Context: an optimization exercise on an open-source flow, tuned for small area, a short achievable clock period and few clock cycles. The choices shown serve that exercise and are no tape-out recipe. Where RTL was checked, it was by simulation tests only, not by an equivalence proof against the original. Power figures rest on the tool's default switching activity, not on a simulated workload.

## 03-24
==> module montctx32, before the edit <==
module montctx32 (
    input  wire        clk,
    input  wire        rst,       
    input  wire        start,     
    input  wire [1:0]  variant,
    input  wire [31:0] n,
    output wire        ready,
    output reg         done,
    output wire [3:0]  status,
    output wire [31:0] ninv,
    output reg  [31:0] rmodn,
    output wire [31:0] r2modn
);
    localparam [1:0] S_IDLE  = 2'd0,
                     S_SETUP = 2'd1,
                     S_RUN   = 2'd2;
    reg [1:0]  state;
    reg        ready_q;
    reg [4:0]  cnt;
    reg [31:0] n_q;
    reg [33:0] n3_q;      
    reg [1:0]  v_q;
    reg [1:0]  st_q;      
    reg        st0_q;     
    reg [31:0] r_q;       
    reg [31:0] z_q;       
    reg [31:0] c_q;       
    reg        cin_q;     
    assign ready  = ready_q;
    assign status = {1'b0, st_q, st0_q};
    assign ninv   = z_q;
    assign r2modn = r_q;
    wire accept = start & ready_q;
    reg [31:0] maxmod;
    always @(*) begin
        case (v_q)
            2'd0: maxmod = 32'hFFFF_FFFF;
            2'd1: maxmod = 32'h7FFF_FFFF;
            2'd2: maxmod = 32'h3FFF_FFFF;
            default: maxmod = 32'h2AAA_AAA9;
        endcase
    end
    wire is_even  = ~n_q[0];
    wire is_one   = (n_q == 32'd1);
    wire is_range = (n_q > maxmod);
    wire bad      = is_even | is_one | is_range;
    wire [15:0] pr;                      
    wire [15:0] psm;                     
    genvar g;
    generate
        for (g = 0; g < 16; g = g + 1) begin : g_pair
            assign pr[g]  = n_q[2*g+1] | n_q[2*g];
            assign psm[g] = |pr[15:g];
        end
    endgenerate
    wire [15:0] ptop = psm & ~{1'b0, psm[15:1]};     
    reg  [31:0] r_init;
    reg  [4:0]  half;                                
    integer k;
    always @(*) begin
        r_init = 32'd0;
        half   = 5'd0;
        for (k = 0; k < 16; k = k + 1) begin
            r_init[2*k] = ptop[k];
            if (ptop[k]) half = half | k[4:0];
        end
    end
    wire [33:0] n3;
    add_sk #(34) u_n3 (.a({2'b0, n_q}), .b({1'b0, n_q, 1'b0}), .ci(1'b0), .y(n3));
    wire [33:0] r4  = {r_q, 2'b00};
    wire [34:0] c1, c2, c3;              
    add_sk #(35) u_c1 (.a({1'b0, r4}), .b(~{3'b0, n_q}),       .ci(1'b1), .y(c1));
    add_sk #(35) u_c2 (.a({1'b0, r4}), .b(~{2'b0, n_q, 1'b0}), .ci(1'b1), .y(c2));
    add_sk #(35) u_c3 (.a({1'b0, r4}), .b(~{1'b0, n3_q}),      .ci(1'b1), .y(c3));
    wire        setup = (state == S_SETUP);
    wire        sel3 = ~setup & ~c3[34];
    wire        sel2 = ~setup & c3[34] & ~c2[34];
    wire        sel1 = ~setup & c2[34] & ~c1[34];
    wire        sel0 = ~setup & c1[34];
    wire [31:0] r_next = ({32{sel3}} & c3[31:0]) | ({32{sel2}} & c2[31:0]) |
                         ({32{sel1}} & c1[31:0]) | ({32{sel0}} & r4[31:0]) |
                         ({32{setup}} & r_init);
    wire [1:0]  t_lo = z_q[1:0] + c_q[1:0] + {1'b0, cin_q};
    wire        d0 = t_lo[0];
    wire        d1 = t_lo[1] ^ (t_lo[0] & n_q[1]);
    wire [31:0] dn = d1 ? (d0 ? n3_q[31:0] : {n_q[30:0], 1'b0})
                        : (d0 ? n_q : 32'd0);
    wire [31:0] fa_s = z_q ^ c_q ^ ~dn;
    wire [31:0] fa_c = (z_q & c_q) | (z_q & ~dn) | (c_q & ~dn);
    wire [32:0] cy   = {fa_c, cin_q};                 
    wire [2:0]  lo_sum = {1'b0, fa_s[1:0]} + {1'b0, cy[1:0]} + 3'd1;
    wire        cin_nx = lo_sum[2];
    wire [31:0] tmask;                   
    generate
        for (g = 0; g < 30; g = g + 1) begin : g_mask
            assign tmask[g] = ({cnt[3:0], 1'b0} <= 5'd29 - g);
        end
    endgenerate
    assign tmask[31:30] = 2'b00;
    wire [31:0] z_next = {d1, d0, (tmask[29:0] & fa_s[31:2]) | (~tmask[29:0] & z_q[31:2])};
    wire [31:0] c_next = {2'b00, tmask[29:0] & cy[31:2]};
    always @(posedge clk) begin
        done <= 1'b0;
        n3_q <= n3;
        case (state)
            S_SETUP: begin
                r_q   <= r_next;
                z_q   <= 32'd1;
                c_q   <= 32'd0;
                cin_q <= 1'b0;
                cnt   <= half;
                st_q  <= {bad, ~is_even & ~is_one & is_range};
                st0_q <= ~is_even & is_one;
                if (bad) begin
                    done  <= 1'b1;
                    state <= S_IDLE;
                end else begin
                    state <= S_RUN;
                end
            end
            S_RUN: begin
                r_q <= r_next;
                z_q   <= (cnt == 5'd15) ? 32'd1 : z_next;
                c_q   <= (cnt == 5'd15) ? 32'd0 : c_next;
                cin_q <= (cnt != 5'd15) & cin_nx;
                cnt <= cnt + 5'd1;
                if (cnt == 5'd16)
                    rmodn <= r_q;
                if (cnt == 5'd31) begin
                    done  <= 1'b1;
                    state <= accept ? S_SETUP : S_IDLE;
                end
            end
            default: begin
                r_q   <= r_next;
                z_q   <= z_next;
                c_q   <= c_next;
                cin_q <= cin_nx;
                if (accept)
                    state <= S_SETUP;
            end
        endcase
        if (accept) begin
            n_q <= n;
            v_q <= variant;
        end
        ready_q <= 1'b0;
        if ((state == S_IDLE & ~accept) | (state == S_SETUP & bad) |
            (state == S_RUN & cnt == 5'd31 & ~accept) |
            (state == S_RUN & cnt == 5'd30))
            ready_q <= 1'b1;
        if (rst) begin
            state   <= S_IDLE;
            done    <= 1'b0;
            ready_q <= 1'b1;
        end
    end
endmodule
==> module add_sk, before the edit <==
module add_sk #(parameter W = 35) (
    input  wire [W-1:0] a,
    input  wire [W-1:0] b,
    input  wire         ci,
    output wire [W-1:0] y
);
    localparam LV = (W > 32) ? 6 : (W > 16) ? 5 : (W > 8) ? 4 : 3;    
    wire [W-1:0] g0 = a & b;
    wire [W-1:0] p0 = a ^ b;
    wire [W-1:0] gl [0:LV];
    wire [W-1:0] pl [0:LV];
    assign gl[0] = {g0[W-1:1], g0[0] | (p0[0] & ci)};
    assign pl[0] = p0;
    genvar l, i;
    generate
        for (l = 0; l < LV; l = l + 1) begin : g_lv
            for (i = 0; i < W; i = i + 1) begin : g_bit
                if ((i >> l) & 1) begin : g_op
                    localparam integer J = ((i >> l) << l) - 1;
                    assign gl[l+1][i] = gl[l][i] | (pl[l][i] & gl[l][J]);
                    assign pl[l+1][i] = pl[l][i] & pl[l][J];
                end else begin : g_pass
                    assign gl[l+1][i] = gl[l][i];
                    assign pl[l+1][i] = pl[l][i];
                end
            end
        end
    endgenerate
    assign y = p0 ^ {gl[LV][W-2:0], ci};
endmodule
clock: 5.0 ns
lec_check: 0
cap_margin: 20
core_margin: 2
core_utilization: 40
setup_slack_margin: 2.4
slew_margin: 20
tns_end_percent: 0
run.sh (not shown) runs the stock make flow with config.mk's settings and CLKGATE_MAP_FILE= SYNTH_SCRIPT=/design/flow/synth_recipe.tcl, a recipe that flattens the netlist after the stock synthesis.
Testbench counts of 03-24, summed over its fixed seeds: cycles 41,451.
Setup changes, 03-24 to 05-23
--- a/flow/design.v
+++ b/flow/design.v
@@ -66,12 +66,12 @@
         end
     end
     wire [33:0] n3;
-    add_sk #(34) u_n3 (.a({2'b0, n_q}), .b({1'b0, n_q, 1'b0}), .ci(1'b0), .y(n3));
+    add_bk #(34) u_n3 (.a({2'b0, n_q}), .b({1'b0, n_q, 1'b0}), .ci(1'b0), .y(n3));
     wire [33:0] r4  = {r_q, 2'b00};
     wire [34:0] c1, c2, c3;              
-    add_sk #(35) u_c1 (.a({1'b0, r4}), .b(~{3'b0, n_q}),       .ci(1'b1), .y(c1));
-    add_sk #(35) u_c2 (.a({1'b0, r4}), .b(~{2'b0, n_q, 1'b0}), .ci(1'b1), .y(c2));
-    add_sk #(35) u_c3 (.a({1'b0, r4}), .b(~{1'b0, n3_q}),      .ci(1'b1), .y(c3));
+    add_bk #(35) u_c1 (.a({1'b0, r4}), .b(~{3'b0, n_q}),       .ci(1'b1), .y(c1));
+    add_bk #(35) u_c2 (.a({1'b0, r4}), .b(~{2'b0, n_q, 1'b0}), .ci(1'b1), .y(c2));
+    add_bk #(35) u_c3 (.a({1'b0, r4}), .b(~{1'b0, n3_q}),      .ci(1'b1), .y(c3));
     wire        setup = (state == S_SETUP);
     wire        sel3 = ~setup & ~c3[34];
     wire        sel2 = ~setup & c3[34] & ~c2[34];
@@ -156,33 +156,29 @@
         end
     end
 endmodule
-module add_sk #(parameter W = 35) (
+module add_bk #(parameter W = 35) (
     input  wire [W-1:0] a,
     input  wire [W-1:0] b,
     input  wire         ci,
     output wire [W-1:0] y
 );
-    localparam LV = (W > 32) ? 6 : (W > 16) ? 5 : (W > 8) ? 4 : 3;    
-    wire [W-1:0] g0 = a & b;
     wire [W-1:0] p0 = a ^ b;
-    wire [W-1:0] gl [0:LV];
-    wire [W-1:0] pl [0:LV];
-    assign gl[0] = {g0[W-1:1], g0[0] | (p0[0] & ci)};
-    assign pl[0] = p0;
-    genvar l, i;
-    generate
-        for (l = 0; l < LV; l = l + 1) begin : g_lv
-            for (i = 0; i < W; i = i + 1) begin : g_bit
-                if ((i >> l) & 1) begin : g_op
-                    localparam integer J = ((i >> l) << l) - 1;
-                    assign gl[l+1][i] = gl[l][i] | (pl[l][i] & gl[l][J]);
-                    assign pl[l+1][i] = pl[l][i] & pl[l][J];
-                end else begin : g_pass
-                    assign gl[l+1][i] = gl[l][i];
-                    assign pl[l+1][i] = pl[l][i];
-                end
+    reg  [W-1:0] g, p;
+    integer i, j;
+    always @(*) begin
+        g = a & b;
+        p = p0;
+        g[0] = g[0] | (p[0] & ci);
+        for (i = 1; (1 << i) <= W; i = i + 1)
+            for (j = (1 << i) - 1; j < W; j = j + (1 << i)) begin
+                g[j] = g[j] | (p[j] & g[j - (1 << (i-1))]);
+                p[j] = p[j] & p[j - (1 << (i-1))];
             end
-        end
-    endgenerate
-    assign y = p0 ^ {gl[LV][W-2:0], ci};
+        for (i = $clog2(W); i > 0; i = i - 1)
+            for (j = (1 << i) + (1 << (i-1)) - 1; j < W; j = j + (1 << i)) begin
+                g[j] = g[j] | (p[j] & g[j - (1 << (i-1))]);
+                p[j] = p[j] & p[j - (1 << (i-1))];
+            end
+    end
+    assign y = p0 ^ {g[W-2:0], ci};
 endmodule
## What came out
- Delta (05-23 minus 03-24): worst setup slack went down by 17 ps, end-of-flow core utilization went up by 2.0 points, pre-CTS worst setup slack went down by 130 ps.
- | clock network power share | 03-24 vs 05-23 | ≈ equal |
- Re design area: 03-24 was lower than 05-23.
- The run showing the greater final cell count is 03-24.
Only the layout flow was run in 05-23; the RTL was not checked for function there.


Setup of raven:
montctx32, a different RTL version from the one above (not shown whole).
For scale: roughly 1,600 cells after synthesis, ~210 flip-flops, roughly 140 I/O pins.
==> module add_sk, before the edit <==
module add_sk #(parameter W = 35) (
    input  wire [W-1:0] a,
    input  wire [W-1:0] b,
    input  wire         ci,
    output wire [W-1:0] y
);
    localparam LV = $clog2(W);
    wire [W-1:0] g0 = a & b;
    wire [W-1:0] p0 = a ^ b;
    wire [W-1:0] gl [0:LV];
    wire [W-1:0] pl [0:LV];
    assign gl[0] = {g0[W-1:1], g0[0] | (p0[0] & ci)};
    assign pl[0] = p0;
    genvar l, i;
    generate
        for (l = 0; l < LV; l = l + 1) begin : g_lv
            for (i = 0; i < W; i = i + 1) begin : g_bit
                if ((i >> l) & 1) begin : g_op
                    localparam integer J = ((i >> l) << l) - 1;
                    assign gl[l+1][i] = gl[l][i] | (pl[l][i] & gl[l][J]);
                    assign pl[l+1][i] = pl[l][i] & pl[l][J];
                end else begin : g_pass
                    assign gl[l+1][i] = gl[l][i];
                    assign pl[l+1][i] = pl[l][i];
                end
            end
        end
    endgenerate
    assign y = p0 ^ {gl[LV][W-2:0], ci};
endmodule
clock: 5.0 ns
lec_check: 0
cap_margin: 20
core_margin: 2
core_utilization: 40
setup_slack_margin: 2.4
slew_margin: 20
tns_end_percent: 0
Input changes introduced in delta (baseline for comparison: raven):
--- a/flow/design.v
+++ b/flow/design.v
@@ -66,11 +66,8 @@
         end
     end
-    wire [33:0] n3;
-    add_sk #(34) u_n3 (.a({2'b0, n_q}), .b({1'b0, n_q, 1'b0}), .ci(1'b0), .y(n3));
     wire [33:0] r4  = {r_q, 2'b00};
-    wire [34:0] c1, c2, c3;              
-    add_sk #(35) u_c1 (.a({1'b0, r4}), .b(~{3'b0, n_q}),       .ci(1'b1), .y(c1));
-    add_sk #(35) u_c2 (.a({1'b0, r4}), .b(~{2'b0, n_q, 1'b0}), .ci(1'b1), .y(c2));
-    add_sk #(35) u_c3 (.a({1'b0, r4}), .b(~{1'b0, n3_q}),      .ci(1'b1), .y(c3));
+    wire [34:0] c1  = {1'b0, r4} - {3'b0, n_q};
+    wire [34:0] c2  = {1'b0, r4} - {2'b0, n_q, 1'b0};
+    wire [34:0] c3  = {1'b0, r4} - {1'b0, n3_q};
     wire        setup = (state == S_SETUP);
     wire        sel3 = ~setup & ~c3[34];
@@ -99,8 +96,8 @@
     assign tmask[31:30] = 2'b00;
     wire [31:0] z_next = {d1, d0, (tmask[29:0] & fa_s[31:2]) | (~tmask[29:0] & z_q[31:2])};
-    wire [31:0] c_next = {2'b00, tmask[29:0] & cy[31:2]};
+    wire [31:0] c_next = {2'b00, cy[31:2]};
     always @(posedge clk) begin
         done <= 1'b0;
-        n3_q <= n3;
+        n3_q <= {2'b0, n_q} + {1'b0, n_q, 1'b0};
         case (state)
             S_SETUP: begin
@@ -157,32 +154,2 @@
     end
 endmodule
-module add_sk #(parameter W = 35) (
-    input  wire [W-1:0] a,
-    input  wire [W-1:0] b,
-    input  wire         ci,
-    output wire [W-1:0] y
-);
-    localparam LV = $clog2(W);
-    wire [W-1:0] g0 = a & b;
-    wire [W-1:0] p0 = a ^ b;
-    wire [W-1:0] gl [0:LV];
-    wire [W-1:0] pl [0:LV];
-    assign gl[0] = {g0[W-1:1], g0[0] | (p0[0] & ci)};
-    assign pl[0] = p0;
-    genvar l, i;
-    generate
-        for (l = 0; l < LV; l = l + 1) begin : g_lv
-            for (i = 0; i < W; i = i + 1) begin : g_bit
-                if ((i >> l) & 1) begin : g_op
-                    localparam integer J = ((i >> l) << l) - 1;
-                    assign gl[l+1][i] = gl[l][i] | (pl[l][i] & gl[l][J]);
-                    assign pl[l+1][i] = pl[l][i] & pl[l][J];
-                end else begin : g_pass
-                    assign gl[l+1][i] = gl[l][i];
-                    assign pl[l+1][i] = pl[l][i];
-                end
-            end
-        end
-    endgenerate
-    assign y = p0 ^ {gl[LV][W-2:0], ci};
-endmodule
==> run notes <==
- Every run in the comparison, delta and raven, completed the flow with a clean layout.
- The post-layout net count in raven is 0.890 times that in delta.
- Taking raven over delta, the buffer count from post-CTS setup fixing ratio works out to 1.17.
- Relative to raven, delta degrades wire length of the first global-routing pass.
- Summary of delta over raven: number of gates on the worst path with buffers counted fell by 2, die area rose by 7.9%.
- delta vs raven, capturing element of the worst setup path: r_q[31]$_DFF_P_ vs n3_q[32]$_DFF_P_
- delta against raven: placer congestion estimate increased by 0.084 relative to the old numbers, portion of total power attributed to combinational logic now larger.
No run of this note included a check of the RTL's function; only the layout flow was run.


RTL: one of the versions met above, not the one the previous note started from.
Size: ~1600 cells after synthesis, roughly 210 flip-flops, roughly 140 I/O pins, ~15000 µm² of cells after synthesis.
clock: 5.0 ns
lec_check: 0
cap_margin: 20
core_margin: 2
core_utilization: 55
setup_slack_margin: 2.4
slew_margin: 20
tns_end_percent: 0
Testbench counts at the start, summed over its fixed seeds: cycles 41,451.
Edit:
--- a/flow/design.v
+++ b/flow/design.v
@@ -15,12 +15,12 @@
                      S_SETUP = 2'd1,
                      S_RUN   = 2'd2;
     reg [1:0]  state;
     reg        ready_q;
     reg [4:0]  cnt;
-    reg [31:0] n_q;
-    reg [33:0] n3_q;      
+    reg [31:0] nc_q;      
+    reg [33:0] n3c_q;     
     reg [1:0]  v_q;
     reg [1:0]  st_q;      
     reg        st0_q;     
     reg [31:0] r_q;       
     reg [31:0] z_q;       
@@ -38,20 +38,20 @@
             2'd1: maxmod = 32'h7FFF_FFFF;
             2'd2: maxmod = 32'h3FFF_FFFF;
             default: maxmod = 32'h2AAA_AAA9;
         endcase
     end
-    wire is_even  = ~n_q[0];
-    wire is_one   = (n_q == 32'd1);
-    wire is_range = (n_q > maxmod);
+    wire is_even  = nc_q[0];
+    wire is_one   = (nc_q == 32'hFFFF_FFFE);
+    wire is_range = (nc_q < ~maxmod);
     wire bad      = is_even | is_one | is_range;
     wire [15:0] pr;                      
     wire [15:0] psm;                     
     genvar g;
     generate
         for (g = 0; g < 16; g = g + 1) begin : g_pair
-            assign pr[g]  = n_q[2*g+1] | n_q[2*g];
+            assign pr[g]  = ~(nc_q[2*g+1] & nc_q[2*g]);
             assign psm[g] = |pr[15:g];
         end
     endgenerate
     wire [15:0] ptop = psm & ~{1'b0, psm[15:1]};     
     reg  [31:0] r_init;
@@ -63,32 +63,32 @@
         for (k = 0; k < 16; k = k + 1) begin
             r_init[2*k] = ptop[k];
             if (ptop[k]) half = half | k[4:0];
         end
     end
-    wire [33:0] n3;
-    add_sk #(34) u_n3 (.a({2'b0, n_q}), .b({1'b0, n_q, 1'b0}), .ci(1'b0), .y(n3));
+    wire [33:0] n3c;
+    add_sk #(34) u_n3 (.a({2'b11, nc_q}), .b({1'b1, nc_q, 1'b1}), .ci(1'b1), .y(n3c));
     wire [33:0] r4  = {r_q, 2'b00};
     wire [34:0] c1, c2, c3;              
-    add_sk #(35) u_c1 (.a({1'b0, r4}), .b(~{3'b0, n_q}),       .ci(1'b1), .y(c1));
-    add_sk #(35) u_c2 (.a({1'b0, r4}), .b(~{2'b0, n_q, 1'b0}), .ci(1'b1), .y(c2));
-    add_sk #(35) u_c3 (.a({1'b0, r4}), .b(~{1'b0, n3_q}),      .ci(1'b1), .y(c3));
+    add_sk #(35) u_c1 (.a({1'b0, r4}), .b({3'b111, nc_q}),      .ci(1'b1), .y(c1));
+    add_sk #(35) u_c2 (.a({1'b0, r4}), .b({2'b11, nc_q, 1'b1}), .ci(1'b1), .y(c2));
+    add_sk #(35) u_c3 (.a({1'b0, r4}), .b({1'b1, n3c_q}),       .ci(1'b1), .y(c3));
     wire        setup = (state == S_SETUP);
     wire        sel3 = ~setup & ~c3[34];
     wire        sel2 = ~setup & c3[34] & ~c2[34];
     wire        sel1 = ~setup & c2[34] & ~c1[34];
     wire        sel0 = ~setup & c1[34];
     wire [31:0] r_next = ({32{sel3}} & c3[31:0]) | ({32{sel2}} & c2[31:0]) |
                          ({32{sel1}} & c1[31:0]) | ({32{sel0}} & r4[31:0]) |
                          ({32{setup}} & r_init);
     wire [1:0]  t_lo = z_q[1:0] + c_q[1:0] + {1'b0, cin_q};
     wire        d0 = t_lo[0];
-    wire        d1 = t_lo[1] ^ (t_lo[0] & n_q[1]);
-    wire [31:0] dn = d1 ? (d0 ? n3_q[31:0] : {n_q[30:0], 1'b0})
-                        : (d0 ? n_q : 32'd0);
-    wire [31:0] fa_s = z_q ^ c_q ^ ~dn;
-    wire [31:0] fa_c = (z_q & c_q) | (z_q & ~dn) | (c_q & ~dn);
+    wire        d1 = t_lo[1] ^ (t_lo[0] & ~nc_q[1]);
+    wire [31:0] ndn = d1 ? (d0 ? n3c_q[31:0] : {nc_q[30:0], 1'b1})    
+                         : (d0 ? nc_q : 32'hFFFF_FFFF);
+    wire [31:0] fa_s = z_q ^ c_q ^ ndn;
+    wire [31:0] fa_c = (z_q & c_q) | (z_q & ndn) | (c_q & ndn);
     wire [32:0] cy   = {fa_c, cin_q};                 
     wire [2:0]  lo_sum = {1'b0, fa_s[1:0]} + {1'b0, cy[1:0]} + 3'd1;
     wire        cin_nx = lo_sum[2];
     wire [31:0] tmask;                   
     generate
@@ -99,11 +99,11 @@
     assign tmask[31:30] = 2'b00;
     wire [31:0] z_next = {d1, d0, (tmask[29:0] & fa_s[31:2]) | (~tmask[29:0] & z_q[31:2])};
     wire [31:0] c_next = {2'b00, tmask[29:0] & cy[31:2]};
     always @(posedge clk) begin
         done <= 1'b0;
-        n3_q <= n3;
+        n3c_q <= n3c;
         case (state)
             S_SETUP: begin
                 r_q   <= r_next;
                 z_q   <= 32'd1;
                 c_q   <= 32'd0;
@@ -139,11 +139,11 @@
                 if (accept)
                     state <= S_SETUP;
             end
         endcase
         if (accept) begin
-            n_q <= n;
+            nc_q <= ~n;
             v_q <= variant;
         end
         ready_q <= 1'b0;
         if ((state == S_IDLE & ~accept) | (state == S_SETUP & bad) |
             (state == S_RUN & cnt == 5'd31 & ~accept) |
=>
- critical path depth goes down by 3
- clock-buffer cell count goes up by 7
- synthesized cell count goes down by 4.9%
- design area goes down by 4.2%
- synthesized area goes down by 4.0%
- setup slack got worse by 190 ps
- total power goes down by 4.7%
- non-clock buffer count goes down by 7
- via count goes down by 4.6%
- sequential power stays flat
For the second run of this note, only the layout was checked, not whether the RTL still works.

==> port drivers added, routing unchanged <==
The results above use ideal ports. As a check the final layouts listed here were re-extracted and re-timed, cells and wires unchanged.
Step 1, drivers: a clkbuf_16 drives clk and a buf_2 each remaining input, both assumed.
Step 2 moves the port delays by t, midway between the first and last clock arrival at a register: inputs arrive t later, outputs are due t later. That takes back most of the time a late clock gives input paths.
Slacks: ideal / step 1 / step 2; pairs: ideal / step 1.
run	t, ns	slack for setup (ns)	hold WS [ns]	clock arrival spread, ns
03-24	0.582	1.720 / 1.720 / 1.720	0.504 / 0.504 / 0.504	0.010 / 0.010
05-23	0.596	1.703 / 1.703 / 1.703	0.511 / 0.511 / 0.511	0.026 / 0.026
raven	0.582	1.720 / 1.720 / 1.720	0.504 / 0.504 / 0.504	0.010 / 0.010
delta	0.605	1.692 / 1.692 / 1.692	0.495 / 0.495 / 0.495	0.019 / 0.019
the first run of note 3	0.589	1.827 / 1.827 / 1.827	0.495 / 0.495 / 0.495	0.016 / 0.015
the second run of note 3	0.571	1.635 / 1.635 / 1.635	0.515 / 0.515 / 0.515	0.010 / 0.010
After both steps every run listed still meets setup and hold.
